This is an optimization exercise on Yosys and OpenROAD, whose aim is a short achievable clock period and few clock cycles per item, not a production implementation.
Only simulation tests tie the RTL to the original design; equivalence was not proved.
Power is estimated from default activity; no workload was simulated.

--- flow/config.mk ---
export PLATFORM = sky130hd
export DESIGN_NAME = upxl_encoder
export DESIGN_NICKNAME = upxl_encoder
export VERILOG_FILES = /design/flow/design.v
export SDC_FILE = /design/flow/constraint.sdc
export NUM_CORES = 4
export LEC_CHECK = 0
export ABC_CLOCK_PERIOD_IN_PS = 2000
export CAP_MARGIN = 20
export CORE_MARGIN = 2
export CORE_UTILIZATION = 60
export CTS_CLUSTER_SIZE = 30
export PLACE_DENSITY = 0.7
export SETUP_SLACK_MARGIN = 2.6
export SLEW_MARGIN = 20
export TNS_END_PERCENT = 100
--- flow/constraint.sdc ---
create_clock -name core_clock -period 5.0 [get_ports {clk}]
set_input_delay 1.0000 -clock core_clock [delete_from_list [all_inputs] [get_ports {clk}]]
set_output_delay 1.0000 -clock core_clock [all_outputs]
set_load 0.01 [all_outputs]
--- flow/design.v ---
module upxl_cpm_sel (
  input  wire [1:0]  kind,
  input  wire [7:0]  order,
  input  wire        nelem4,
  output reg  [15:0] sel,
  output wire        bsel
);
  integer q, k;
  reg taken;
  always @(*) begin
    sel = 16'h0;
    for (q = 0; q < 4; q = q + 1) begin
      taken = 1'b0;
      for (k = 3; k >= 0; k = k - 1) begin
        if ((k < 3 || nelem4) && (q < 3 || nelem4) &&
            order[2*k +: 2] == q && !taken) begin
          sel[4*q + k] = 1'b1;
          taken = 1'b1;
        end
      end
    end
    if (kind == 2'd1)
      sel[15:12] = 4'h0;
  end
  assign bsel = (kind == 2'd1);
endmodule
module upxl_cpm (
  input  wire [31:0] color,
  input  wire [15:0] sel,
  input  wire        bsel,
  input  wire [7:0]  bright,
  output reg  [31:0] bytes_out
);
  wire [31:0] samples = {color[31:24], color[7:0], color[15:8], color[23:16]};
  integer q, k;
  always @(*) begin
    bytes_out = 32'h0;
    for (q = 0; q < 4; q = q + 1)
      for (k = 0; k < 4; k = k + 1)
        bytes_out[8*q +: 8] = bytes_out[8*q +: 8] | ({8{sel[4*q + k]}} & samples[8*k +: 8]);
    bytes_out[31:24] = bytes_out[31:24] | ({8{bsel}} & bright);
  end
endmodule
module upxl_crc32 (
  input  wire [31:0] x,
  output wire [31:0] y
);
  assign y[0] = ((((x[0] ^ x[1]) ^ (x[2] ^ x[3])) ^ ((x[4] ^ x[6]) ^ (x[7] ^ x[8]))) ^ (((x[16] ^ x[20]) ^ (x[22] ^ x[23])) ^ x[26]));
  assign y[1] = ((((x[1] ^ x[2]) ^ (x[3] ^ x[4])) ^ ((x[5] ^ x[7]) ^ (x[8] ^ x[9]))) ^ (((x[17] ^ x[21]) ^ (x[23] ^ x[24])) ^ x[27]));
  assign y[2] = ((((x[0] ^ x[2]) ^ (x[3] ^ x[4])) ^ ((x[5] ^ x[6]) ^ (x[8] ^ x[9]))) ^ (((x[10] ^ x[18]) ^ (x[22] ^ x[24])) ^ (x[25] ^ x[28])));
  assign y[3] = ((((x[1] ^ x[3]) ^ (x[4] ^ x[5])) ^ ((x[6] ^ x[7]) ^ (x[9] ^ x[10]))) ^ (((x[11] ^ x[19]) ^ (x[23] ^ x[25])) ^ (x[26] ^ x[29])));
  assign y[4] = ((((x[2] ^ x[4]) ^ (x[5] ^ x[6])) ^ ((x[7] ^ x[8]) ^ (x[10] ^ x[11]))) ^ (((x[12] ^ x[20]) ^ (x[24] ^ x[26])) ^ (x[27] ^ x[30])));
  assign y[5] = ((((x[0] ^ x[3]) ^ (x[5] ^ x[6])) ^ ((x[7] ^ x[8]) ^ (x[9] ^ x[11]))) ^ (((x[12] ^ x[13]) ^ (x[21] ^ x[25])) ^ ((x[27] ^ x[28]) ^ x[31])));
  assign y[6] = ((((x[0] ^ x[2]) ^ (x[3] ^ x[9])) ^ ((x[10] ^ x[12]) ^ (x[13] ^ x[14]))) ^ (((x[16] ^ x[20]) ^ (x[23] ^ x[28])) ^ x[29]));
  assign y[7] = ((((x[1] ^ x[3]) ^ (x[4] ^ x[10])) ^ ((x[11] ^ x[13]) ^ (x[14] ^ x[15]))) ^ (((x[17] ^ x[21]) ^ (x[24] ^ x[29])) ^ x[30]));
  assign y[8] = ((((x[0] ^ x[2]) ^ (x[4] ^ x[5])) ^ ((x[11] ^ x[12]) ^ (x[14] ^ x[15]))) ^ (((x[16] ^ x[18]) ^ (x[22] ^ x[25])) ^ (x[30] ^ x[31])));
  assign y[9] = ((((x[0] ^ x[2]) ^ (x[4] ^ x[5])) ^ ((x[7] ^ x[8]) ^ (x[12] ^ x[13]))) ^ (((x[15] ^ x[17]) ^ (x[19] ^ x[20])) ^ (x[22] ^ x[31])));
  assign y[10] = ((((x[0] ^ x[2]) ^ (x[4] ^ x[5])) ^ ((x[7] ^ x[9]) ^ (x[13] ^ x[14]))) ^ ((x[18] ^ x[21]) ^ (x[22] ^ x[26])));
  assign y[11] = ((((x[1] ^ x[3]) ^ (x[5] ^ x[6])) ^ ((x[8] ^ x[10]) ^ (x[14] ^ x[15]))) ^ ((x[19] ^ x[22]) ^ (x[23] ^ x[27])));
  assign y[12] = ((((x[2] ^ x[4]) ^ (x[6] ^ x[7])) ^ ((x[9] ^ x[11]) ^ (x[15] ^ x[16]))) ^ ((x[20] ^ x[23]) ^ (x[24] ^ x[28])));
  assign y[13] = ((((x[0] ^ x[3]) ^ (x[5] ^ x[7])) ^ ((x[8] ^ x[10]) ^ (x[12] ^ x[16]))) ^ (((x[17] ^ x[21]) ^ (x[24] ^ x[25])) ^ x[29]));
  assign y[14] = ((((x[0] ^ x[1]) ^ (x[4] ^ x[6])) ^ ((x[8] ^ x[9]) ^ (x[11] ^ x[13]))) ^ (((x[17] ^ x[18]) ^ (x[22] ^ x[25])) ^ (x[26] ^ x[30])));
  assign y[15] = ((((x[1] ^ x[2]) ^ (x[5] ^ x[7])) ^ ((x[9] ^ x[10]) ^ (x[12] ^ x[14]))) ^ (((x[18] ^ x[19]) ^ (x[23] ^ x[26])) ^ (x[27] ^ x[31])));
  assign y[16] = ((((x[1] ^ x[4]) ^ (x[7] ^ x[10])) ^ ((x[11] ^ x[13]) ^ (x[15] ^ x[16]))) ^ (((x[19] ^ x[22]) ^ (x[23] ^ x[24])) ^ ((x[26] ^ x[27]) ^ x[28])));
  assign y[17] = ((((x[2] ^ x[5]) ^ (x[8] ^ x[11])) ^ ((x[12] ^ x[14]) ^ (x[16] ^ x[17]))) ^ (((x[20] ^ x[23]) ^ (x[24] ^ x[25])) ^ ((x[27] ^ x[28]) ^ x[29])));
  assign y[18] = ((((x[0] ^ x[3]) ^ (x[6] ^ x[9])) ^ ((x[12] ^ x[13]) ^ (x[15] ^ x[17]))) ^ (((x[18] ^ x[21]) ^ (x[24] ^ x[25])) ^ ((x[26] ^ x[28]) ^ (x[29] ^ x[30]))));
  assign y[19] = (((((x[0] ^ x[1]) ^ (x[4] ^ x[7])) ^ ((x[10] ^ x[13]) ^ (x[14] ^ x[16]))) ^ (((x[18] ^ x[19]) ^ (x[22] ^ x[25])) ^ ((x[26] ^ x[27]) ^ (x[29] ^ x[30])))) ^ x[31]);
  assign y[20] = (((((x[0] ^ x[3]) ^ (x[4] ^ x[5])) ^ ((x[6] ^ x[7]) ^ (x[11] ^ x[14]))) ^ (((x[15] ^ x[16]) ^ (x[17] ^ x[19])) ^ ((x[22] ^ x[27]) ^ (x[28] ^ x[30])))) ^ x[31]);
  assign y[21] = ((((x[0] ^ x[2]) ^ (x[3] ^ x[5])) ^ ((x[12] ^ x[15]) ^ (x[17] ^ x[18]))) ^ (((x[22] ^ x[26]) ^ (x[28] ^ x[29])) ^ x[31]));
  assign y[22] = ((((x[2] ^ x[7]) ^ (x[8] ^ x[13])) ^ ((x[18] ^ x[19]) ^ (x[20] ^ x[22]))) ^ ((x[26] ^ x[27]) ^ (x[29] ^ x[30])));
  assign y[23] = ((((x[0] ^ x[3]) ^ (x[8] ^ x[9])) ^ ((x[14] ^ x[19]) ^ (x[20] ^ x[21]))) ^ (((x[23] ^ x[27]) ^ (x[28] ^ x[30])) ^ x[31]));
  assign y[24] = ((((x[2] ^ x[3]) ^ (x[6] ^ x[7])) ^ ((x[8] ^ x[9]) ^ (x[10] ^ x[15]))) ^ (((x[16] ^ x[21]) ^ (x[23] ^ x[24])) ^ ((x[26] ^ x[28]) ^ (x[29] ^ x[31]))));
  assign y[25] = ((((x[1] ^ x[2]) ^ (x[6] ^ x[9])) ^ ((x[10] ^ x[11]) ^ (x[17] ^ x[20]))) ^ (((x[23] ^ x[24]) ^ (x[25] ^ x[26])) ^ ((x[27] ^ x[29]) ^ x[30])));
  assign y[26] = ((((x[2] ^ x[3]) ^ (x[7] ^ x[10])) ^ ((x[11] ^ x[12]) ^ (x[18] ^ x[21]))) ^ (((x[24] ^ x[25]) ^ (x[26] ^ x[27])) ^ ((x[28] ^ x[30]) ^ x[31])));
  assign y[27] = (((((x[0] ^ x[1]) ^ (x[2] ^ x[6])) ^ ((x[7] ^ x[11]) ^ (x[12] ^ x[13]))) ^ (((x[16] ^ x[19]) ^ (x[20] ^ x[23])) ^ ((x[25] ^ x[27]) ^ (x[28] ^ x[29])))) ^ x[31]);
  assign y[28] = ((((x[0] ^ x[4]) ^ (x[6] ^ x[12])) ^ ((x[13] ^ x[14]) ^ (x[16] ^ x[17]))) ^ (((x[21] ^ x[22]) ^ (x[23] ^ x[24])) ^ ((x[28] ^ x[29]) ^ x[30])));
  assign y[29] = ((((x[0] ^ x[1]) ^ (x[5] ^ x[7])) ^ ((x[13] ^ x[14]) ^ (x[15] ^ x[17]))) ^ (((x[18] ^ x[22]) ^ (x[23] ^ x[24])) ^ ((x[25] ^ x[29]) ^ (x[30] ^ x[31]))));
  assign y[30] = ((((x[3] ^ x[4]) ^ (x[7] ^ x[14])) ^ ((x[15] ^ x[18]) ^ (x[19] ^ x[20]))) ^ (((x[22] ^ x[24]) ^ (x[25] ^ x[30])) ^ x[31]));
  assign y[31] = ((((x[0] ^ x[1]) ^ (x[2] ^ x[3])) ^ ((x[5] ^ x[6]) ^ (x[7] ^ x[15]))) ^ (((x[19] ^ x[21]) ^ (x[22] ^ x[25])) ^ x[31]));
endmodule
module upxl_crc32_init (
  input  wire [1:0]  p,
  output reg  [31:0] m_init
);
  always @(*) begin
    case (p)
      2'd0: m_init = 32'hDEBB20E3;
      2'd1: m_init = 32'h00BE26ED;
      2'd2: m_init = 32'hBE26ED00;
      2'd3: m_init = 32'h2DFD1072;
    endcase
  end
endmodule
module upxl_encoder (
  input  wire        clk,
  input  wire        rst,
  input  wire        cmd_valid,
  output wire        cmd_ready,
  input  wire [1:0]  cmd_kind,
  input  wire [7:0]  cmd_chan,
  input  wire [7:0]  cmd_order,
  input  wire        cmd_nelem4,
  input  wire [7:0]  cmd_bright,
  input  wire [31:0] cmd_freq,
  input  wire [15:0] cmd_npix,
  input  wire        pix_valid,
  output wire        pix_ready,
  input  wire [31:0] pix_color,
  output reg         out_valid,
  input  wire        out_ready,
  output reg  [31:0] out_data,
  output reg  [2:0]  out_nbytes,
  output reg         out_last,
  output reg         done,
  output reg  [2:0]  done_flags,
  output reg  [11:0] done_len
);
  localparam DQ = 8;      
  localparam GQ = 4;      
  localparam PQ = 4;      
  localparam RQ = 16;     
  localparam OD = 8;      
  localparam GW = 2 + 8 + 8 + 1 + 8 + 32 + 10 + 2;
  integer i;
  function gtc16(input [15:0] x, input [15:0] c);
    integer j;
    reg eq;
    begin
      gtc16 = 1'b0;
      eq = 1'b1;
      for (j = 15; j >= 0; j = j - 1) begin
        if (eq && x[j] && !c[j]) gtc16 = 1'b1;
        eq = eq && (x[j] == c[j]);
      end
    end
  endfunction
  function [11:0] add12(input [11:0] a, input [11:0] b);
    reg [11:0] g, p, gg, pp;
    integer j, d;
    begin
      g = a & b;
      p = a ^ b;
      gg = g;
      pp = p;
      for (d = 1; d < 12; d = d * 2)
        for (j = 11; j >= d; j = j - 1) begin
          gg[j] = gg[j] | (pp[j] & gg[j-d]);
          pp[j] = pp[j] & pp[j-d];
        end
      add12 = p ^ {gg[10:0], 1'b0};
    end
  endfunction
  function [9:0] dec10(input [9:0] x);
    integer j;
    begin
      for (j = 0; j < 10; j = j + 1)
        dec10[j] = x[j] ^ ~(|(x & ((10'd1 << j) - 10'd1)));
    end
  endfunction
  function [16:0] th_upd(input [16:0] n, input inc, input dec);
    th_upd = inc ? (dec ? n : {n[15:0], 1'b1}) : (dec ? {1'b0, n[16:1]} : n);
  endfunction
  function [DQ-1:0] rot_dq(input [DQ-1:0] x); rot_dq = {x[DQ-2:0], x[DQ-1]}; endfunction
  function [GQ-1:0] rot_gq(input [GQ-1:0] x); rot_gq = {x[GQ-2:0], x[GQ-1]}; endfunction
  function [PQ-1:0] rot_pq(input [PQ-1:0] x); rot_pq = {x[PQ-2:0], x[PQ-1]}; endfunction
  function [RQ-1:0] rot_rq(input [RQ-1:0] x); rot_rq = {x[RQ-2:0], x[RQ-1]}; endfunction
  function [OD-1:0] rot_od(input [OD-1:0] x); rot_od = {x[OD-2:0], x[OD-1]}; endfunction
  reg        cmd_ready_r;
  assign cmd_ready = cmd_ready_r;
  reg        v_valid;
  reg [1:0]  v_kind;
  reg [7:0]  v_chan, v_order, v_bright;
  reg        v_nelem4;
  reg [31:0] v_freq;
  reg [15:0] v_npix;
  wire        v_ovf0  = (v_kind == 2'd0) && (v_nelem4 ? gtc16(v_npix, 16'd512) : gtc16(v_npix, 16'd682));
  wire        v_ovf1  = (v_kind == 2'd1) && gtc16(v_npix, 16'd510);
  wire        v_eord  = (v_kind == 2'd1) && !v_nelem4;
  wire [2:0]  v_flags = (v_kind == 2'd3) ? 3'b100 : {1'b0, v_eord, v_ovf0 | v_ovf1};
  wire        v_e4    = v_nelem4 || v_kind != 2'd0;
  reg          w_valid, w_ok, w_haspx;
  reg [2:0]    w_flags;
  reg [1:0]    w_kind;
  reg          w_e4;
  reg [9:0]    w_npix;
  reg [11:0]   w_n3;           
  reg [GW-1:0] w_gq;
  reg          x_valid, x_ok;
  reg [2:0]    x_flags;
  reg [11:0]   x_len;
  wire [11:0]  w_nplus = add12({2'b0, w_npix}, (w_kind == 2'd1) ? 12'd4 : 12'd3);
  wire [11:0]  w_len   = (w_kind == 2'd2) ? 12'd14 :
                         w_e4 ? {w_nplus[9:0], 2'b10} :
                                add12(w_n3, 12'd14);
  reg [DQ-1:0]    dq_isf;
  reg [3*DQ-1:0]  dq_flags;
  reg [12*DQ-1:0] dq_len;
  reg [DQ-1:0]    dq_wr, dq_rd, dq_we;
  reg [DQ:0]      dq_n;                  
  reg             dq_h_isf;
  reg [2:0]       dq_h_flags;
  reg [11:0]      dq_h_len;
  reg             dh_v, dh_isf, dq_pop_d;
  reg [2:0]       dh_flags;
  reg [11:0]      dh_len;
  always @(*) begin
    dq_h_isf = 1'b0; dq_h_flags = 3'd0; dq_h_len = 12'd0;
    for (i = 0; i < DQ; i = i + 1) begin
      dq_h_isf   = dq_h_isf   | (dq_rd[i] & dq_isf[i]);
      dq_h_flags = dq_h_flags | ({3{dq_rd[i]}} & dq_flags[3*i +: 3]);
      dq_h_len   = dq_h_len   | ({12{dq_rd[i]}} & dq_len[12*i +: 12]);
    end
  end
  reg [GW*GQ-1:0] gq;
  reg [GQ-1:0]    gq_wr, gq_rd, gq_we;
  reg [GQ:0]      gq_n;
  reg [GW-1:0]    gq_head;
  always @(*) begin
    gq_head = {GW{1'b0}};
    for (i = 0; i < GQ; i = i + 1)
      gq_head = gq_head | ({GW{gq_rd[i]}} & gq[GW*i +: GW]);
  end
  reg [10*PQ-1:0] pq;
  reg [PQ-1:0]    pq_wr, pq_rd, pq_we;
  reg [PQ:0]      pq_n;
  reg [9:0]       pq_head;
  always @(*) begin
    pq_head = 10'd0;
    for (i = 0; i < PQ; i = i + 1)
      pq_head = pq_head | ({10{pq_rd[i]}} & pq[10*i +: 10]);
  end
  reg         pix_ready_r;
  assign pix_ready = pix_ready_r;
  wire        pix_take = pix_valid && pix_ready_r;
  reg  [9:0]  cur;             
  reg  [2:0]  cur_is;          
  reg         pin_v;
  reg  [31:0] pin_d;
  reg  [32*RQ-1:0] rq;
  reg  [RQ-1:0] rq_wr, rq_rd, rq_we;
  reg  [RQ:0]   rq_n;
  reg  [127:0]  hw;            
  reg  [3:0]    hv;            
  wire [31:0]   h0 = hw[31:0];
  wire [31:0]   h1 = hw[63:32];
  wire [RQ-1:0] rq_rd1 = rot_rq(rq_rd);
  reg  [31:0]   ra, rb;        
  always @(*) begin
    ra = 32'd0; rb = 32'd0;
    for (i = 0; i < RQ; i = i + 1) begin
      ra = ra | ({32{rq_rd[i]}}  & rq[32*i +: 32]);
      rb = rb | ({32{rq_rd1[i]}} & rq[32*i +: 32]);
    end
  end
  reg        gs_idle, gs_w1, gs_w2, gs_body, gs_fin;    
  reg [1:0]  f_kind;
  reg [7:0]  f_chan, f_order, f_bright;
  reg        f_e4;
  reg [31:0] f_freq;
  reg [9:0]  f_npix;
  reg [15:0] f_sel;
  reg        f_bsel;
  reg [3:0]  f_poh;           
  reg [23:0] acc;
  reg [3:0]  acch;            
  reg [9:0]  rem;
  reg [2:0]  rem_is;          
  reg        gen_ok;          
  reg        g_v, g_first, g_lastb, g_fin;
  reg [31:0] g_d;
  reg [31:0] g_prev;          
  reg [3:0]  g_poh;
  reg        c_v, c_first, c_lastb, c_fin;
  reg [31:0] c_d, c_cw;
  reg [3:0]  c_poh;
  reg        s1_v, s1_first, s1_lastb, s1_fin;
  reg [31:0] s1_d, s1_mw;
  reg [3:0]  s1_poh;
  reg        s2_v, s2_fin;
  reg [31:0] s2_d;
  reg [3:0]  s2_seld;         
  reg [15:0] s2_selc;         
  reg [2:0]  s2_nbr;
  reg [31:0] crc, crc_h;
  reg [36*OD-1:0] oq;
  reg [OD-1:0] oq_wr, oq_rd;
  reg [OD:0]   oq_n;
  reg [OD:0]   cu_n;           
  reg          pop_d;          
  reg [3:0]    fr_n;           
  wire         oq_pop  = out_valid && out_ready;
  wire [OD-1:0] oq_rdn = oq_pop ? rot_od(oq_rd) : oq_rd;
  reg  [35:0]   oq_head;
  always @(*) begin
    oq_head = 36'd0;
    for (i = 0; i < OD; i = i + 1)
      oq_head = oq_head | ({36{oq_rdn[i]}} & oq[36*i +: 36]);
  end
  wire          oq_byp = s2_v && |(oq_wr & oq_rdn);
  wire [3:0]  h_poh = 4'b0001 << gq_head[1:0];
  wire [15:0] h_sel;
  wire        h_bsel;
  upxl_cpm_sel u_sel (
    .kind   (gq_head[GW-1 -: 2]),
    .order  (gq_head[GW-11 -: 8]),
    .nelem4 (gq_head[GW-19]),
    .sel    (h_sel),
    .bsel   (h_bsel)
  );
  wire [31:0] px0, px1;
  upxl_cpm u_cpm0 (.color(h0), .sel(f_sel), .bsel(f_bsel), .bright(f_bright), .bytes_out(px0));
  upxl_cpm u_cpm1 (.color(h1), .sel(f_sel), .bsel(f_bsel), .bright(f_bright), .bytes_out(px1));
  wire [7:0] s0 = px0[7:0];
  wire [7:0] s1 = px0[15:8];
  wire [7:0] s2 = px0[23:16];
  wire [7:0] s3 = f_e4 ? px0[31:24] : px1[7:0];
  wire [7:0] s4 = px1[15:8];
  wire [7:0] s5 = px1[23:16];
  reg [31:0] wlane;         
  reg [15:0] nacc;          
  always @(*) begin
    wlane = ({32{acch[0]}} & {s3, s2, s1, s0}) |
            ({32{acch[1]}} & {s2, s1, s0, acc[7:0]}) |
            ({32{acch[2]}} & {s1, s0, acc[15:0]}) |
            ({32{acch[3]}} & {s0, acc[23:0]});
    nacc  = ({16{acch[0]}} & {s5, s4}) |
            ({16{acch[1]}} & {s4, s3}) |
            ({16{acch[2]}} & {s3, s2}) |
            ({16{acch[3]}} & {s2, s1});
  end
  wire rem0 = rem_is[0];
  wire rem1 = rem_is[1];
  wire av1  = hv[0];
  wire av2  = hv[1];
  wire b_take2 = !f_e4 && acch[0] && !rem1 && av2;
  wire b_emit  = rem0 || ((!f_e4 && acch[0]) ? (rem1 ? av1 : av2) : av1);
  wire b_lastb = rem0 || (!f_e4 && rem1 && av1 && (acch[0] || acch[1]));
  wire b_go    = gen_ok && gs_body;
  wire kp2 = b_go && !rem0 && b_take2;
  wire kp1 = b_go && !rem0 && !b_take2 && av1;
  wire kp0 = !kp1 && !kp2;
  wire gq_pop = gen_ok && gs_idle && gq_n[0];
  wire emit   = gen_ok && (gs_w1 || gs_w2 || gs_fin || (gs_idle && gq_n[0]) || (gs_body && b_emit));
  wire rt2 = !hv[2] && rq_n[1];
  wire rt1 = (!hv[2] && rq_n[0] && !rq_n[1]) || (hv[2] && !hv[3] && rq_n[0]);
  wire rt0 = !rt1 && !rt2;
  wire [4:0] hco = {hv[3], hv[2] & ~hv[3], hv[1] & ~hv[2], hv[0] & ~hv[1], ~hv[0]};
  reg [127:0] hw_n;
  reg [3:0]   hv_n;
  always @(*) begin : hwin
    integer j, k;
    reg sa, sb;
    reg [31:0] e;
    for (j = 0; j < 4; j = j + 1) begin
      e = 32'd0;
      sa = 1'b0;
      sb = 1'b0;
      for (k = 0; k < 3; k = k + 1) begin
        if (j + k < 4)
          e = e | ({32{(k == 0 ? kp0 : k == 1 ? kp1 : kp2) & hv[j + k]}} & hw[32*(j + k) +: 32]);
        if (j + k <= 4)
          sa = sa | ((k == 0 ? kp0 : k == 1 ? kp1 : kp2) & hco[j + k]);
        if (j >= 1 && j + k - 1 <= 4)
          sb = sb | ((k == 0 ? kp0 : k == 1 ? kp1 : kp2) & hco[j + k - 1]);
      end
      hw_n[32*j +: 32] = e | ({32{sa}} & ra) | ({32{sb}} & rb);
    end
    hv_n = 4'd0;
    for (j = 0; j < 4; j = j + 1) begin
      hv_n[j] = (kp0 & hv[j]) | (kp1 & (j + 1 < 4 ? hv[j + 1] : 1'b0)) |
                (kp2 & (j + 2 < 4 ? hv[j + 2] : 1'b0));
    end
    hv_n = ({4{rt0}} & hv_n) |
           ({4{rt1}} & {hv_n[2:0], 1'b1}) |
           ({4{rt2}} & {hv_n[1:0], 2'b11});
  end
  wire [31:0] cw = ({32{g_poh[0]}} & g_d) |
                   ({32{g_poh[1]}} & {g_d[23:0], g_prev[31:24]}) |
                   ({32{g_poh[2]}} & {g_d[15:0], g_prev[31:16]}) |
                   ({32{g_poh[3]}} & {g_d[7:0],  g_prev[31:8]});
  wire [31:0] mw_word, m_crc;
  wire [31:0] mi0, mi1, mi2, mi3;
  wire [31:0] c_minit = ({32{c_poh[0]}} & mi0) | ({32{c_poh[1]}} & mi1) |
                        ({32{c_poh[2]}} & mi2) | ({32{c_poh[3]}} & mi3);
  upxl_crc32_init u_i0 (.p(2'd0), .m_init(mi0));
  upxl_crc32_init u_i1 (.p(2'd1), .m_init(mi1));
  upxl_crc32_init u_i2 (.p(2'd2), .m_init(mi2));
  upxl_crc32_init u_i3 (.p(2'd3), .m_init(mi3));
  upxl_crc32 u_mw (.x(c_cw), .y(mw_word));
  upxl_crc32 u_mc (.x(crc), .y(m_crc));
  wire [31:0] crc_v = ~crc_h;
  reg  [3:0]  s1_seld;
  reg  [15:0] s1_selc;
  always @(*) begin : lanesel
    integer j, b, p;
    for (j = 0; j < 4; j = j + 1) begin
      s1_seld[j] = 1'b1;
      for (b = 0; b < 4; b = b + 1) begin
        s1_selc[4*j + b] = 1'b0;
        for (p = 0; p < 4; p = p + 1) begin
          if (s1_fin && s1_poh[p] && b == j + p)
            s1_selc[4*j + b] = 1'b1;
          if (!s1_fin && s1_lastb && s1_poh[p] && p != 0 && b == j - (4 - p))
            s1_selc[4*j + b] = 1'b1;
        end
      end
      for (p = 1; p < 4; p = p + 1)
        if (s1_lastb && s1_poh[p] && j >= 4 - p)
          s1_seld[j] = 1'b0;
      if (s1_fin)
        s1_seld[j] = 1'b0;
    end
  end
  reg  [31:0] s2_word;
  wire [2:0]  s2_nb = s2_nbr;
  always @(*) begin : lanemux
    integer j, b;
    for (j = 0; j < 4; j = j + 1) begin
      s2_word[8*j +: 8] = {8{s2_seld[j]}} & s2_d[8*j +: 8];
      for (b = 0; b < 4; b = b + 1)
        s2_word[8*j +: 8] = s2_word[8*j +: 8] | ({8{s2_selc[4*j + b]}} & crc_v[8*b +: 8]);
    end
  end
  always @(posedge clk) begin
    v_kind   <= cmd_kind;
    v_chan   <= cmd_chan;
    v_order  <= cmd_order;
    v_nelem4 <= cmd_nelem4;
    v_bright <= cmd_bright;
    v_freq   <= cmd_freq;
    v_npix   <= cmd_npix;
    w_ok    <= (v_flags == 3'b000);
    w_flags <= v_flags;
    w_haspx <= (v_flags == 3'b000) && !v_kind[1] && (v_npix != 16'd0);
    w_kind  <= v_kind;
    w_e4    <= v_e4;
    w_npix  <= v_npix[9:0];
    w_n3    <= add12({2'b0, v_npix[9:0]}, {1'b0, v_npix[9:0], 1'b0});
    w_gq    <= {v_kind, v_chan, v_order, v_e4, v_bright, v_freq, v_npix[9:0],
                v_e4 ? 2'd2 : v_npix[1:0] - 2'd2};
    x_ok    <= w_ok;
    x_flags <= w_flags;
    x_len   <= w_len;
    pin_d   <= pix_color;
    dh_isf     <= dq_h_isf;
    dh_flags   <= dq_h_isf ? 3'd0 : dq_h_flags;
    dh_len     <= dq_h_len;
    done_flags <= dh_flags;
    done_len   <= dh_len;
    for (i = 0; i < DQ; i = i + 1)
      if (dq_we[i]) begin
        dq_isf[i]          <= x_ok;
        dq_flags[3*i +: 3] <= x_flags;
        dq_len[12*i +: 12] <= x_len;
      end
    for (i = 0; i < GQ; i = i + 1)
      if (gq_we[i])
        gq[GW*i +: GW] <= w_gq;
    for (i = 0; i < PQ; i = i + 1)
      if (pq_we[i])
        pq[10*i +: 10] <= w_npix;
    for (i = 0; i < RQ; i = i + 1)
      if (rq_we[i])
        rq[32*i +: 32] <= pin_d;
    for (i = 0; i < OD; i = i + 1)
      if (s2_v && oq_wr[i])
        oq[36*i +: 36] <= {s2_fin, s2_nb, s2_word};
    hw <= hw_n;
    if (gs_idle) begin
      {f_kind, f_chan, f_order, f_e4, f_bright, f_freq, f_npix} <= gq_head[GW-1:2];
      f_poh   <= h_poh;
      f_sel   <= h_sel;
      f_bsel  <= h_bsel;
    end
    g_first <= gs_idle;
    g_lastb <= gs_body && b_lastb;
    g_fin   <= gs_fin;
    g_poh   <= gs_idle ? h_poh : f_poh;
    if (gs_idle)
      g_d <= 32'h4C585055;           
    else if (gs_w1)
      case (f_kind)
        2'd0: g_d <= {f_order, 5'd0, f_e4 ? 3'd4 : 3'd3, 8'h01, f_chan};
        2'd1: g_d <= {f_freq[15:0], 8'h03, f_chan};
        default: g_d <= {f_freq[15:0], 8'h04, f_chan};
      endcase
    else if (gs_w2)
      g_d <= {8'h00, f_order, f_freq[31:16]};
    else
      g_d <= wlane;
    if (gs_w1 || gs_w2) begin
      acch      <= 4'b0100;
      acc[15:0] <= (f_kind == 2'd2) ? f_freq[31:16] : {6'd0, f_npix};
      rem       <= (f_kind == 2'd2) ? 10'd0 : f_npix;
      rem_is    <= (f_kind == 2'd2) ? 3'b001 :
                   {f_npix == 10'd2, f_npix == 10'd1, f_npix == 10'd0};
    end else if (b_go) begin
      if (kp1) begin
        rem    <= dec10(rem);
        rem_is <= {rem == 10'd3, rem == 10'd2, rem == 10'd1};
      end
      if (kp2) begin
        rem    <= {dec10({1'b0, rem[9:1]}), rem[0]};
        rem_is <= {rem == 10'd4, rem == 10'd3, rem == 10'd2};
      end
      if (f_e4) begin
        if (av1 && !rem0) acc[15:0] <= nacc;
      end else if (!rem0) begin
        if (acch[0]) begin
          if (av2 && !rem1) begin acc[15:0] <= nacc; acch <= 4'b0100; end
          else if (av1)     begin acc <= wlane[23:0]; acch <= 4'b1000; end
        end
        if (acch[1] && av1) acch <= 4'b0001;
        if (acch[2] && av1) begin acc[15:0] <= nacc; acch <= 4'b0010; end
        if (acch[3] && av1) begin acc[15:0] <= nacc; acch <= 4'b0100; end
      end
    end
    c_first <= g_first;
    c_lastb <= g_lastb;
    c_fin   <= g_fin;
    c_d     <= g_d;
    c_poh   <= g_poh;
    c_cw    <= cw;
    s1_first <= c_first;
    s1_lastb <= c_lastb;
    s1_fin   <= c_fin;
    s1_d     <= c_d;
    s1_poh   <= c_poh;
    s1_mw    <= mw_word ^ ({32{c_first}} & c_minit);
    s2_fin   <= s1_fin;
    s2_d     <= s1_d;
    s2_seld  <= s1_seld;
    s2_selc  <= s1_selc;
    s2_nbr   <= s1_fin ? {s1_poh[0], s1_poh[1] | s1_poh[2], s1_poh[1] | s1_poh[3]} : 3'd4;
    if (s1_v && !s1_fin) begin
      crc   <= m_crc ^ s1_mw;
      crc_h <= m_crc ^ s1_mw;
    end else if (s1_v && s1_fin)
      crc <= 32'd0;
    {out_last, out_nbytes, out_data} <= oq_byp ? {s2_fin, s2_nb, s2_word} : oq_head;
    if (rst) begin
      cmd_ready_r <= 1'b1;
      v_valid <= 1'b0;
      w_valid <= 1'b0;
      x_valid <= 1'b0;
      dq_wr <= 1; dq_rd <= 1; dq_n <= 0;
      dq_we <= 0; gq_we <= 0; pq_we <= 0;
      gq_wr <= 1; gq_rd <= 1; gq_n <= 0;
      pq_wr <= 1; pq_rd <= 1; pq_n <= 0;
      pix_ready_r <= 1'b0;
      cur    <= 10'd0;
      cur_is <= 3'b001;
      pin_v  <= 1'b0;
      rq_we  <= {RQ{1'b0}};
      rq_wr <= 1; rq_rd <= 1; rq_n <= 0;
      hv     <= 4'b0000;
      {gs_fin, gs_body, gs_w2, gs_w1, gs_idle} <= 5'b00001;
      gen_ok <= 1'b1;
      g_v    <= 1'b0;
      g_prev <= 32'd0;
      c_v    <= 1'b0;
      crc    <= 32'd0;
      s1_v   <= 1'b0;
      s2_v   <= 1'b0;
      pop_d  <= 1'b0;
      oq_wr <= 1; oq_rd <= 1; oq_n <= 0;
      cu_n   <= 0;
      fr_n   <= 0;
      out_valid <= 1'b0;
      done   <= 1'b0;
      dh_v   <= 1'b0;
      dq_pop_d <= 1'b0;
    end else begin : run
      reg       dq_pop, pq_pop, cur_load;
      reg [OD:0] oq_nn;
      v_valid <= cmd_valid && cmd_ready_r;
      w_valid <= v_valid;
      x_valid <= w_valid;
      case ({v_valid, w_valid, cmd_ready_r})
        3'b000:                cmd_ready_r <= !gq_n[GQ-1] && !pq_n[PQ-1] && !dq_n[DQ-1-x_valid];
        3'b001, 3'b010, 3'b100: cmd_ready_r <= !gq_n[GQ-2] && !pq_n[PQ-2] && !dq_n[DQ-2-x_valid];
        3'b011, 3'b101, 3'b110: cmd_ready_r <= !gq_n[GQ-3] && !pq_n[PQ-3] && !dq_n[DQ-3-x_valid];
        default:               cmd_ready_r <= !gq_n[GQ-4] && !pq_n[PQ-4] && !dq_n[DQ-4-x_valid];
      endcase
      if (x_valid) dq_wr <= rot_dq(dq_wr);
      dq_we <= {DQ{w_valid}} & (x_valid ? rot_dq(dq_wr) : dq_wr);
      gq_we <= {GQ{v_valid && v_flags == 3'b000}} & ((w_valid && w_ok) ? rot_gq(gq_wr) : gq_wr);
      pq_we <= {PQ{v_valid && v_flags == 3'b000 && !v_kind[1] && v_npix != 16'd0}} &
               ((w_valid && w_haspx) ? rot_pq(pq_wr) : pq_wr);
      if (w_valid && w_ok) gq_wr <= rot_gq(gq_wr);
      if (w_valid && w_haspx) pq_wr <= rot_pq(pq_wr);
      dh_v     <= dq_n[0];
      dq_pop = dh_v && !dq_pop_d && (!dh_isf || fr_n[0]);
      dq_pop_d <= dq_pop;
      done       <= dq_pop;
      if (dq_pop) dq_rd <= rot_dq(dq_rd);
      dq_n <= th_upd(dq_n, x_valid, dq_pop);
      fr_n <= th_upd(fr_n, out_valid && out_ready && out_last, dq_pop && dh_isf);
      cur_load = pq_n[0] && (cur_is[0] || (cur_is[1] && pix_take));
      pq_pop   = cur_load;
      if (cur_load) begin
        cur    <= pq_head;
        cur_is <= {pq_head == 10'd2, pq_head == 10'd1, 1'b0};
      end else if (pix_take) begin
        cur    <= dec10(cur);
        cur_is <= {cur == 10'd3, cur == 10'd2, cur == 10'd1};
      end
      pix_ready_r <= !rq_n[RQ-3] &&
                     (cur_load || !(cur_is[0] || (cur_is[1] && pix_take)));
      if (pq_pop) pq_rd <= rot_pq(pq_rd);
      pq_n <= th_upd(pq_n, w_valid && w_haspx, pq_pop);
      pin_v <= pix_take;
      rq_we <= {RQ{pix_take}} & (pin_v ? rot_rq(rq_wr) : rq_wr);
      if (pin_v) rq_wr <= rot_rq(rq_wr);
      if (rt1) rq_rd <= rq_rd1;
      if (rt2) rq_rd <= rot_rq(rq_rd1);
      rq_n <= ({(RQ+1){pin_v & rt0}} & {rq_n[RQ-1:0], 1'b1}) |
              ({(RQ+1){~pin_v & rt1 | pin_v & rt2}} & {1'b0, rq_n[RQ:1]}) |
              ({(RQ+1){~pin_v & rt2}} & {2'b0, rq_n[RQ:2]}) |
              ({(RQ+1){~pin_v & rt0 | pin_v & rt1}} & rq_n);
      hv <= hv_n;
      if (gq_pop) gq_rd <= rot_gq(gq_rd);
      gq_n <= th_upd(gq_n, w_valid && w_ok, gq_pop);
      if (gen_ok) begin
        if (gs_idle && gq_n[0]) begin gs_idle <= 1'b0; gs_w1 <= 1'b1; end
        if (gs_w1) begin
          gs_w1 <= 1'b0;
          if (f_kind == 2'd1) gs_w2 <= 1'b1; else gs_body <= 1'b1;
        end
        if (gs_w2) begin gs_w2 <= 1'b0; gs_body <= 1'b1; end
        if (gs_body && b_lastb) begin gs_body <= 1'b0; gs_fin <= 1'b1; end
        if (gs_fin) begin gs_fin <= 1'b0; gs_idle <= 1'b1; end
      end
      g_v  <= emit;
      if (g_v) g_prev <= g_fin ? 32'd0 : g_d;
      c_v  <= g_v;
      s1_v <= c_v;
      s2_v <= s1_v;
      oq_nn = th_upd(oq_n, s2_v, oq_pop);
      oq_n      <= oq_nn;
      out_valid <= oq_nn[0];
      if (s2_v) oq_wr <= rot_od(oq_wr);
      oq_rd <= oq_rdn;
      pop_d <= oq_pop;
      cu_n  <= th_upd(cu_n, g_v, pop_d);
      case ({g_v, pop_d})
        2'b10:   gen_ok <= !cu_n[OD-3];
        2'b01:   gen_ok <= !cu_n[OD-1];
        default: gen_ok <= !cu_n[OD-2];
      endcase
    end
  end
endmodule
--- flow/flow/run.sh ---
#!/bin/bash
# Own layout flow: the standard synthesis and ORFS layout, unchanged
# except for two layout settings passed to make:
#  - every input and output port gets a sky130_fd_sc_hd__buf_8 buffer
#    (buffer_ports otherwise picks a slow clkdlybuf4s50_1 delay cell);
#  - MATCH_CELL_FOOTPRINT=0, so timing repair may resize cells to other
#    footprints.
# Each tool's output goes to a log file here; ORFS keeps its own logs in
# orfs/logs/.
set -euo pipefail
cd "$(dirname "$0")/.."
bash standard.sh synth > flow_synth.log 2>&1
sed 's#CLKGATE_MAP_FILE= #CLKGATE_MAP_FILE= MATCH_CELL_FOOTPRINT=0 BUFFER_PORTS_ARGS="-buffer_cell sky130_fd_sc_hd__buf_8" #' \
  standard.sh > flow_layout.sh
grep -q 'BUFFER_PORTS_ARGS' flow_layout.sh
bash flow_layout.sh finish > flow_layout.log 2>&1
test -s out/final.def
--- flow/standard.sh ---
#!/bin/bash
# synth_recipe.tcl (not shown) runs the flow's synth.tcl, then flattens the netlist and writes it again
# the make line also repeats each setting of config.mk as NAME=value (left out here)
make -C /OpenROAD-flow-scripts/flow DESIGN_CONFIG=/design/flow/config.mk WORK_HOME=/design/flow/orfs CLKGATE_MAP_FILE= SYNTH_SCRIPT=/design/flow/synth_recipe.tcl "${@:-finish}"
==> summary.md, run 1 <==
| Metric | Value |
|---|---|
| #FFs+latches synth | 2303 |
| Worst clock skew | 31.88 ps |
| Synth Area in Simple Gates | 0.05759 |
| Ys flop type | edfxtp_1 |
| Reg2reg path depth | 7 |
| Top cell type's share of synthesized area | 0.4785 |
| Die height | 388.0 microns |
| Layout Nets | 6715 |
| H-tree depth | 4 |
| Fraction of the mapped netlist area in compound gates | 0.1609 |
| Adder-cell share of the synthesized area | 0.004978 |
| Sink Count | 2303 |
| Largest family of logic cells by synthesized area | compound AO/OA/AOI/OAI gates |
| Final Power | 40.29 mW |
| Gr busiest metal | met2 |
| Status | finished clean |
| Tmin final | 2389 ps |
| CP Launch Type | flip-flop |
| CTS tree | yes |
| Fin. Hold Viols | 0 |
| Worst-case hold slack | 247.0 ps |
| WL final | 237300 microns |
| Core Rows | 140 |
| EDFF count, synth | 1410 |
| Max_slew headroom | 0.2492 |
| Die area | 150600 sq um |
| Clock Tree Buf Depth | 3 |
| P&R area growth vs syn | 13.96% |
| CP endpoint kind | flip-flop |
| RSZ-0062 raised after global routing | yes |
| Final Cycle Share | 0.4778 |
| Port bufs | 166 |
| Hold Buf Count CTS | 0 |
| TritonRoute pass-1 iters | 12 |
| Worst-Margin Slew | 1125 ps |
| Sequential share of the synthesized area | 0.6806 |
| Final WS setup | 2611 ps |
| Setup violations, final | 0 |
| GR Layer Usage met1 | 0.4197 |
| Initial Util | 0.6057 |
| Highest fanout seen on the critical path | 28 |
| R2R setup slack | 2610 ps |
| Syn Area/Cell | 13.55 sq um |
| Vias per inst | 6.727 |
| Worst skew pair latency | 840 ps |
| Syn. warnings | 4 |
| Gr ovfl total | 0 |
| Vias in the first global route | 56150 |
| FFs w/ async S/R, synth | 0 |
| R2r endpoint | hw[47] |
| DP HPWL | 140500 microns |
| MaxCap Viol Count | 0 |
| Clock transition at the registers of the reported paths | 70 ps |
| WL per Instance | 27.33 microns |
| Place WS | 1246 ps |
| Clock Root Buffer | clkbuf_16 |
| Kind of critical path | flip-flop to flip-flop |
| Synth Instances | 6530 |
| First-pass GRT wire length | 350900 microns |
| IO Pins | 167 |
| Area contributors post-synth | edfxtp_1, dfxtp_1, a22oi_1 |
| Gr usage total | 0.3057 |
| Core area | 146100 sq um |
| Die width | 388.0 microns |
| Peak Freq | 0.4186 GHz |
| Req. time, crit path | 5700 ps |
| Antenna violations before repair | 3 |
| Mapped Area | 88480 sq um |
| Depth of the worst hold-timing path | 1 |
| Post-synth net total | 6676 |
| Critical Path AT | 3080 ps |
| Leak Pwr | 34.54 nW |
| DR vias | 58390 |
| Yosys cell types | 75 |
| Fin Setup TNS | 0 ps |
| Routability Congestion | 0.9313 |
| Reg2Reg Launch Point | rq_rd[12] |
| Class of the worst hold path | input port to flip-flop |
| Worst Hold End | pin_d[0] |
| Share of cells above drive strength 1 | 0.1275 |
| HP Start | pix_color[0] |
| Power Density | 399.6 nW/um^2 |
| Post-route ant nets | 0 |
| Multiplexer share of the synthesized area | 0.01642 |
| Largest net degree at the start of global routing | 127 |
| Worst vdd ir | 0.3654 mV |
| Max Slew Vio Count | 0 |
| Post-Synth XOR/XNOR Area | 0.05480 |
| Global Route met3 Usage | 0.05081 |
| Cell taking the most area after synthesis | edfxtp_1 |
| Starting DRT DRC Count | 8230 |
| Grt met2 use | 0.4872 |
| Cts bufs inserted | 216 |
| Residual DRC count | 0 |
-- stage by stage --
stage / cells / util / area (sq um)
CTS: 8654 / 0.6867 / 100300
detailed placement: 8215 / 0.6320 / 92320
global placement: 8215 / 0.6320 / 92320
global route: 8678 / 0.6902 / 100800
floorplan: 6530 / - / 88520
finish: 8680 / 0.6902 / 100800
-- Yosys cell counts (64+ instances only) --
| cell | count |
|---|---|
| mux2i_1 | 81 |
| buf_1 | 74 |
| nor2_1 | 267 |
| nand3_1 | 169 |
| nand2_1 | 428 |
| o21ai_0 | 86 |
| a221oi_1 | 147 |
| a22o_1 | 166 |
| inv_1 | 64 |
| dfxtp_1 | 893 |
| edfxtp_1 | 1410 |
| xnor2_1 | 408 |
| a21oi_1 | 133 |
| xor2_1 | 130 |
| a22oi_1 | 887 |
| o221ai_1 | 95 |
| a222oi_1 | 148 |
| clkbuf_1 | 357 |
-- registers in the layout, indices dropped and copies added, names as in the netlist, 17 cells and up --
signal	cells
dq_flags	24
s1_mw	32
c_d	32
pq	40
f_freq	32
g_d	32
dq_len	96
s2_d	32
pin_d	32
rq	512
crc_h	32
g_prev	24
rq_n	17
c_cw	32
v_freq	32
out_data	32
crc	32
hw	128
oq	288
gq	284
w_gq	61
s1_d	32
acc	24
-- power breakdown --
group / internal [mW] / switching [mW] / total [mW] / leakage [nW]
clock: 9.75 / 6.97 / 16.7 / 3.65
sequential: 20.6 / 0.458 / 21.0 / 20.2
combinational: 1.21 / 1.33 / 2.54 / 10.7
total: 31.5 / 8.76 / 40.3 / 34.5
-- worst max-delay path by stage --
stage / endpoint / cells after the start / slack [ps] / startpoint
CTS: out_valid / 1 / 2600 / oq_n[0]
global placement: out_data[2] / 8 / 1280 / out_ready
global route: out_valid / 1 / 2570 / oq_n[0]
floorplan: out_data[10] / 8 / 2320 / out_ready
finish: hw[47] / 7 / 2610 / rq_rd[12]
detailed placement: out_data[2] / 8 / 1250 / out_ready
-- critical path, stage by stage (launching register included) --
cell and delay [ps]:
dfxtp_2 590, buf_4 380, a22o_1 240, a221oi_1 200
nand3_1 100, nor2_1 420, o22a_1 230, nand2_1 50
-- per-layer routing --
| layer | wire length (microns) | up-vias | part of all wire |
|---|---|---|---|
| met4 | 10010 | 2 | 0.042 |
| li1 | - | 25480 | - |
| met1 | 92310 | 28860 | 0.39 |
| met3 | 23300 | 560 | 0.098 |
| met5 | 12 | - | 0.000051 |
| met2 | 111600 | 3487 | 0.47 |
-- cell type report --
cell class | instances | area (sq um)
clock buffers | 305 | 6280
clock inverters | 105 | 1110
flip-flops and latches | 2303 | 60320
diodes | 2 | 5.005
multi-input cells | 3686 | 26640
repair buffers | 297 | 3832
well taps | 1917 | 2399
inverters | 65 | 244.0
fillers | 10050 | 45260
-- timing repair --
| action | CTS | global route |
|---|---|---|
| cloned | 11 | 5 |
| setup endpoints to repair | 254 | 263 |
| pin swaps | 3 | 8 |
| gates resized for setup | 74 | 52 |
| endpoints found under the hold margin | 0 | 0 |
| buffers inserted | 18 | 16 |
-- cell usage in the layout, fill, tap and decap left out, drive strengths merged, types with 19 or more instances in the layout --
cell | Yosys | final
edfxtp | 1410 | 1410
dfxtp | 893 | 893
a22oi | 890 | 890
nand2 | 430 | 431
xnor2 | 414 | 414
clkbuf | 357 | 309
buf | 129 | 293
nor2 | 268 | 268
nand3 | 169 | 169
a22o | 166 | 166
a222oi | 148 | 148
a221oi | 148 | 148
a21oi | 135 | 135
xor2 | 131 | 131
o221ai | 95 | 95
o21ai | 89 | 89
mux2i | 81 | 81
inv | 65 | 75
clkinv | 0 | 69
nand4 | 53 | 53
mux2 | 46 | 53
nor3 | 48 | 48
and2 | 38 | 38
nor2b | 37 | 37
o22a | 33 | 35
a211oi | 33 | 33
ha | 32 | 32
a31oi | 23 | 23
nand2b | 19 | 19
a21o | 19 | 19
bufinv | 0 | 19
-- cell families (layout without fill, tap and decap cells) --
kind of cell | Yosys count | count (layout)
xor gates and xnor gates | 545 | 545
AOI/OAI and AO/OA | 1842 | 1844
muxes | 127 | 134
DFF | 2303 | 2303
adders and majority gates | 34 | 34
other | 0 | 2
buffers and inverters | 551 | 772
and+or+nand+nor | 1128 | 1129
Testbench counts, summed over its fixed seeds: cycles 49,994, bytes 180,206.
==> inputs of run 2 (changes only) <==
--- a/flow/design.v
+++ b/flow/design.v
@@ -245,10 +245,14 @@
   wire [31:0]   h1 = hw[63:32];
   wire [RQ-1:0] rq_rd1 = rot_rq(rq_rd);
-  reg  [31:0]   ra, rb;        
-  always @(*) begin
-    ra = 32'd0; rb = 32'd0;
+  reg  [31:0]   ra, rb;
+  reg  [31:0]   ra_n, rb_n;
+  wire [RQ-1:0] rq_rdn;
+  always @(*) begin : rdnext
+    reg [31:0] e;
+    ra_n = 32'd0; rb_n = 32'd0;
     for (i = 0; i < RQ; i = i + 1) begin
-      ra = ra | ({32{rq_rd[i]}}  & rq[32*i +: 32]);
-      rb = rb | ({32{rq_rd1[i]}} & rq[32*i +: 32]);
+      e = rq_we[i] ? pin_d : rq[32*i +: 32];
+      ra_n = ra_n | ({32{rq_rdn[i]}} & e);
+      rb_n = rb_n | ({32{rq_rdn[(i + RQ - 1) % RQ]}} & e);
     end
   end
@@ -278,4 +282,7 @@
   reg [3:0]  s1_poh;
   reg        s2_v, s2_fin;
+  reg        s3_v, s3_fin;
+  reg [2:0]  s3_nb;
+  reg [31:0] s3_word;
   reg [31:0] s2_d;
   reg [3:0]  s2_seld;         
@@ -297,5 +304,5 @@
       oq_head = oq_head | ({36{oq_rdn[i]}} & oq[36*i +: 36]);
   end
-  wire          oq_byp = s2_v && |(oq_wr & oq_rdn);
+  wire          oq_byp = s3_v && |(oq_wr & oq_rdn);
   wire [3:0]  h_poh = 4'b0001 << gq_head[1:0];
   wire [15:0] h_sel;
@@ -345,4 +352,5 @@
   wire rt1 = (!hv[2] && rq_n[0] && !rq_n[1]) || (hv[2] && !hv[3] && rq_n[0]);
   wire rt0 = !rt1 && !rt2;
+  assign rq_rdn = rt2 ? rot_rq(rq_rd1) : rt1 ? rq_rd1 : rq_rd;
   wire [4:0] hco = {hv[3], hv[2] & ~hv[3], hv[1] & ~hv[2], hv[0] & ~hv[1], ~hv[0]};
   reg [127:0] hw_n;
@@ -464,7 +472,9 @@
         rq[32*i +: 32] <= pin_d;
     for (i = 0; i < OD; i = i + 1)
-      if (s2_v && oq_wr[i])
-        oq[36*i +: 36] <= {s2_fin, s2_nb, s2_word};
+      if (s3_v && oq_wr[i])
+        oq[36*i +: 36] <= {s3_fin, s3_nb, s3_word};
     hw <= hw_n;
+    ra <= ra_n;
+    rb <= rb_n;
     if (gs_idle) begin
       {f_kind, f_chan, f_order, f_e4, f_bright, f_freq, f_npix} <= gq_head[GW-1:2];
@@ -538,5 +548,8 @@
     end else if (s1_v && s1_fin)
       crc <= 32'd0;
-    {out_last, out_nbytes, out_data} <= oq_byp ? {s2_fin, s2_nb, s2_word} : oq_head;
+    {out_last, out_nbytes, out_data} <= oq_byp ? {s3_fin, s3_nb, s3_word} : oq_head;
+    s3_fin  <= s2_fin;
+    s3_nb   <= s2_nb;
+    s3_word <= s2_word;
     if (rst) begin
       cmd_ready_r <= 1'b1;
@@ -563,4 +576,5 @@
       s1_v   <= 1'b0;
       s2_v   <= 1'b0;
+      s3_v   <= 1'b0;
       pop_d  <= 1'b0;
       oq_wr <= 1; oq_rd <= 1; oq_n <= 0;
@@ -613,6 +627,5 @@
       rq_we <= {RQ{pix_take}} & (pin_v ? rot_rq(rq_wr) : rq_wr);
       if (pin_v) rq_wr <= rot_rq(rq_wr);
-      if (rt1) rq_rd <= rq_rd1;
-      if (rt2) rq_rd <= rot_rq(rq_rd1);
+      rq_rd <= rq_rdn;
       rq_n <= ({(RQ+1){pin_v & rt0}} & {rq_n[RQ-1:0], 1'b1}) |
               ({(RQ+1){~pin_v & rt1 | pin_v & rt2}} & {1'b0, rq_n[RQ:1]}) |
@@ -637,8 +650,9 @@
       s1_v <= c_v;
       s2_v <= s1_v;
-      oq_nn = th_upd(oq_n, s2_v, oq_pop);
+      s3_v <= s2_v;
+      oq_nn = th_upd(oq_n, s3_v, oq_pop);
       oq_n      <= oq_nn;
       out_valid <= oq_nn[0];
-      if (s2_v) oq_wr <= rot_od(oq_wr);
+      if (s3_v) oq_wr <= rot_od(oq_wr);
       oq_rd <= oq_rdn;
       pop_d <= oq_pop;
==> summary.md, run 2 <==
| Metric | Value |
|---|---|
| WL per Instance | 27.35 microns (about the same) |
| Port bufs | 166 (unchanged) |
| Slowest library cell on the worst path | dfxtp_2 |
| Core Rows | 143 (+2.1%) |
| Share of cells above drive strength 1 | 0.1877 (+0.06024) |
| DP HPWL | 156600 microns (+11%) |
| Worst setup startpoint | hv[3] |
| GR Layer Usage met1 | 0.4377 (+0.01796) |
| Final Power | 41.55 mW (+3.1%) |
| Req. time, crit path | 5700 ps (about the same) |
| Die width | 395.7 microns (+2.0%) |
| Vias per inst | 6.627 (-1.5%) |
| Max reg flops | 512 (unchanged) |
| Clock transition at the registers of the reported paths | 60 ps (about the same) |
| Clock power share | 0.436 (+0.021) |
| Synth Instances | 7343 (+12%) |
| CTS tree | yes |
| WL final | 262500 microns (+11%) |
| Combinational share of power | 0.050 (-0.013) |
| Peak Freq | 0.4008 GHz (-4.3%) |
| Worst clock skew | 26.85 ps (-5.029 ps) |
| EDFF count, synth | 898 (-36%) |
| TritonRoute pass-1 iters | 14 (+2) |
| Clock Tree Buf Depth | 3 (unchanged) |
| HP Start | pix_color[1] |
| Cell with the most instances after synthesis | dfxtp_1 |
| CP endpoint kind | flip-flop |
| Max Slew Vio Count | 0 (unchanged) |
| First-pass GRT wire length | 386600 microns (+10%) |
| Initial Util | 0.6052 (about the same) |
| Grt met2 use | 0.4999 (+0.01271) |
| DP Area | 95740 sq um (+3.7%) |
| CP Launch Type | flip-flop |
| Family with the most delay on the worst path | compound AO/OA/AOI/OAI gates |
| Sink Count | 2404 (+4.4%) |
| Clock Root Buffer | clkbuf_16 |
| H-tree depth | 4 (unchanged) |
| Flop pwr share | 0.514 (-0.008) |
| Setup violations, final | 0 (unchanged) |
| Syn. warnings | 4 (unchanged) |
| Largest net degree at the start of global routing | 142 (+12%) |
| Gr busiest metal | met2 |
| Reg2Reg Launch Point | hv[3] |
| Kind of critical path | flip-flop to flip-flop |
| Yosys cell types | 78 (+4.0%) |
| Post-synth net total | 7489 (+12%) |
| ANT cells | 0 (-2) |
| Post-route ant nets | 0 (unchanged) |
| R2R setup slack | 2500 ps (-110 ps) |
| Residual DRC count | 0 (unchanged) |
| Fin area | 105600 sq um (+4.8%) |
| Worst-Margin Slew | 1107 ps (-17.54 ps) |
| Routability Congestion | 0.9542 (+2.5%) |
| Highest fanout seen on the critical path | 59 (+110%) |
| Switch share | 0.2192 (+0.001855) |
| Starting DRT DRC Count | 8855 (+7.6%) |
| Final Cycle Share | 0.4990 (+0.02124) |
| Top cell type's share of synthesized area | 0.3275 (-0.1510) |
| Worst vdd ir | 0.3810 mV (+4.3%) |
| Switching power | 9.109 mW (+4.0%) |
| Max_slew headroom | 0.2619 (+0.01272) |
| Slowest stage delay, CP | 370 ps (-220 ps) |
| Commonest non-fill, non-tap cell in the layout | dfxtp_1 |
| DR vias | 63610 (+8.9%) |
| Commonest cells in the synthesized netlist | dfxtp_1, edfxtp_1, nand2_1 |
| Worst skew pair latency | 850 ps (about the same) |
| Critical Path AT | 3200 ps (+120 ps) |
| Final WS setup | 2505 ps (-106.2 ps) |
| MaxCap Viol Count | 0 (unchanged) |
| Status | finished clean |
| Gr ovfl total | 0 (unchanged) |
| Antenna violations before repair | 7 (+4) |
| Die area | 156600 sq um (+4.0%) |
| P&R area growth vs syn | 14.76% |
| FFs w/ async S/R, synth | 0 (unchanged) |
| #FFs+latches synth | 2404 (+4.4%) |
| CP cell instances | clkinvlp_4 -> buf_4 -> nand3_4 -> o221a_2 -> buf_12 -> a22o_1 -> a221oi_1 -> nand4_1 |
| Internal | 32.44 mW (+2.9%) |
| Tmin final | 2495 ps (+106.2 ps) |
| Most frequent cells in the layout | dfxtp_1, edfxtp_1, nand2_1 |
| Core area | 152100 sq um (+4.1%) |
| Place WS | 1160 ps (-85.25 ps) |
| Global Route met3 Usage | 0.06851 (+0.01770) |
| Largest regs | rq: 512 flops, oq: 288 flops, gq: 284 flops |
| Power Density | 393.3 nW/um^2 (-1.6%) |
| Worst path bufs/invs | 3 (+2) |
| Cts bufs inserted | 227 (+5.1%) |
| Fin Setup TNS | 0 ps (unchanged) |
| Fin. Hold Viols | 0 (unchanged) |
| Mapped Area | 92040 sq um (+4.0%) |
| Leak Pwr | 38.92 nW (+13%) |
| Largest reg by FF count | rq |
| Vias in the first global route | 60630 (+8.0%) |
| Cell taking the most area after synthesis | dfxtp_1 |
| Layout Nets | 7512 (+12%) |
| IO Pins | 167 (unchanged) |
| Die height | 395.7 microns (+2.0%) |
| Ys flop type | dfxtp_1 |
| Class of the worst hold path | input port to flip-flop |
| Gr usage total | 0.3230 (+0.01726) |
| RSZ-0062 raised after global routing | yes |
| Syn Area/Cell | 12.54 sq um (-7.5%) |
| Area contributors post-synth | dfxtp_1, edfxtp_1, mux2_2 |
| Sequential share of the synthesized area | 0.6205 (-0.06005) |
==> run 2: changes by cell type after synthesis, sizes merged, moves of 52 or more <==
cell    before   now
a221oi     148   349
a222oi     148   200
a22o       166   330
a22oi      890   477
buf        129   226
dfxtp      893  1506
edfxtp    1410   898
inv         65   136
mux2        46   494
nand2      430   525
nand3      169    58
==> run 2: path summary, 6_finish.rpt <==
path / endpoint / depth (start not counted)
min reg2reg: s1_d[31] / 0
min: pin_d[1] / 1
max reg2reg: rb[15] / 8
max: rb[15] / 8
==> run 2: area by class of cell <==
type                       instances  area, sq um
clock buffer                     330         6695
inverter                         137        521.8
multi-input combinational       4227        32810
timing repair buffer             369         4451
tap                             2030         2540
clock inverter                   102         1371
sequential                      2404        57240
fill                           10710        46460
==> run 2: power groups by stage <==
stage,registers [mW],logic [mW],clock network (mW)
floorplan,21.5,1.52,0
global placement,21.8,1.98,0
detailed placement,21.8,2.00,0
CTS,21.3,2.03,18.3
global route,21.4,2.23,19.1
finish,21.3,2.08,18.1
==> run 2: what timing repair did <==
action,in CTS,in global routing
setup endpoints to repair,333,326
gates cloned,19,1
gates resized for setup,105,53
pin swaps,11,8
hold buffers,0,0
setup buffers,44,52
==> run 2: kinds of logic (layout without fill, tap and decap cells) <==
logic type               Yosys count  after routing  synth area share
buffers and inverters            729            938           0.03182
AND/OR/NAND/NOR                 1189           1192           0.05828
AO/OA/AOI/OAI                   1836           1849            0.1589
adder cells (fa/ha/maj)           34             34          0.004785
XOR/XNOR                         539            539           0.05239
multiplexers                     612            613           0.07327
flip-flops                      2404           2404            0.6205
==> run 2: metal layers <==
metal / share of wire / vias to the layer above / wire length, microns
met4: 0.050 / 12 / 13030
met2: 0.45 / 3667 / 119200
met5: 0.00027 / - / 71
met1: 0.40 / 31270 / 104800
li1: - / 27920 / -
met3: 0.097 / 748 / 25450
==> run 2: through the flow <==
stage | instances | utilization | hold slack [ps]
2_1_floorplan | 7343 | - | 309.6
3_3_place_gp | 9045 | 0.6293 | 310.4
3_5_place_dp | 9046 | 0.6295 | 312.1
4_1_cts | 9541 | 0.6893 | 189.4
5_1_grt | 9599 | 0.6945 | 203.0
6_report | 9599 | 0.6945 | 237.2
Testbench counts of run 2, summed over its fixed seeds: cycles 50,002, bytes 180,206.

==> re-timing with driven ports <==
In the flow no input, the clock included, has a driving cell. The finished layouts below were timed again as built, in two steps.
Step 1, drivers: a clkbuf_16 drives clk and a buf_2 each remaining input, both assumed.
Step 2 also shifts input and output timing later by t, the mid clock arrival at the registers, as if the neighbouring blocks saw the same clock.
Three values: no drivers, after step 1, after step 2; two values: the first two.
| run | t (ns) | slack for setup (ns) | clock arrival spread, ns | worst data-port slew with drivers (ns) |
|---|---|---|---|---|
| run 1 | 0.905 | 2.611 / 2.527 / 1.938 | 0.040 / 0.040 | 0.09 |
| run 2 | 0.915 | 2.505 / 2.505 / 1.959 | 0.031 / 0.030 | 0.08 |
After both steps every run listed still meets setup and hold. The setup slack of run 1, which loses most, moves by -0.084 ns with the drivers and by -0.673 ns with both steps.
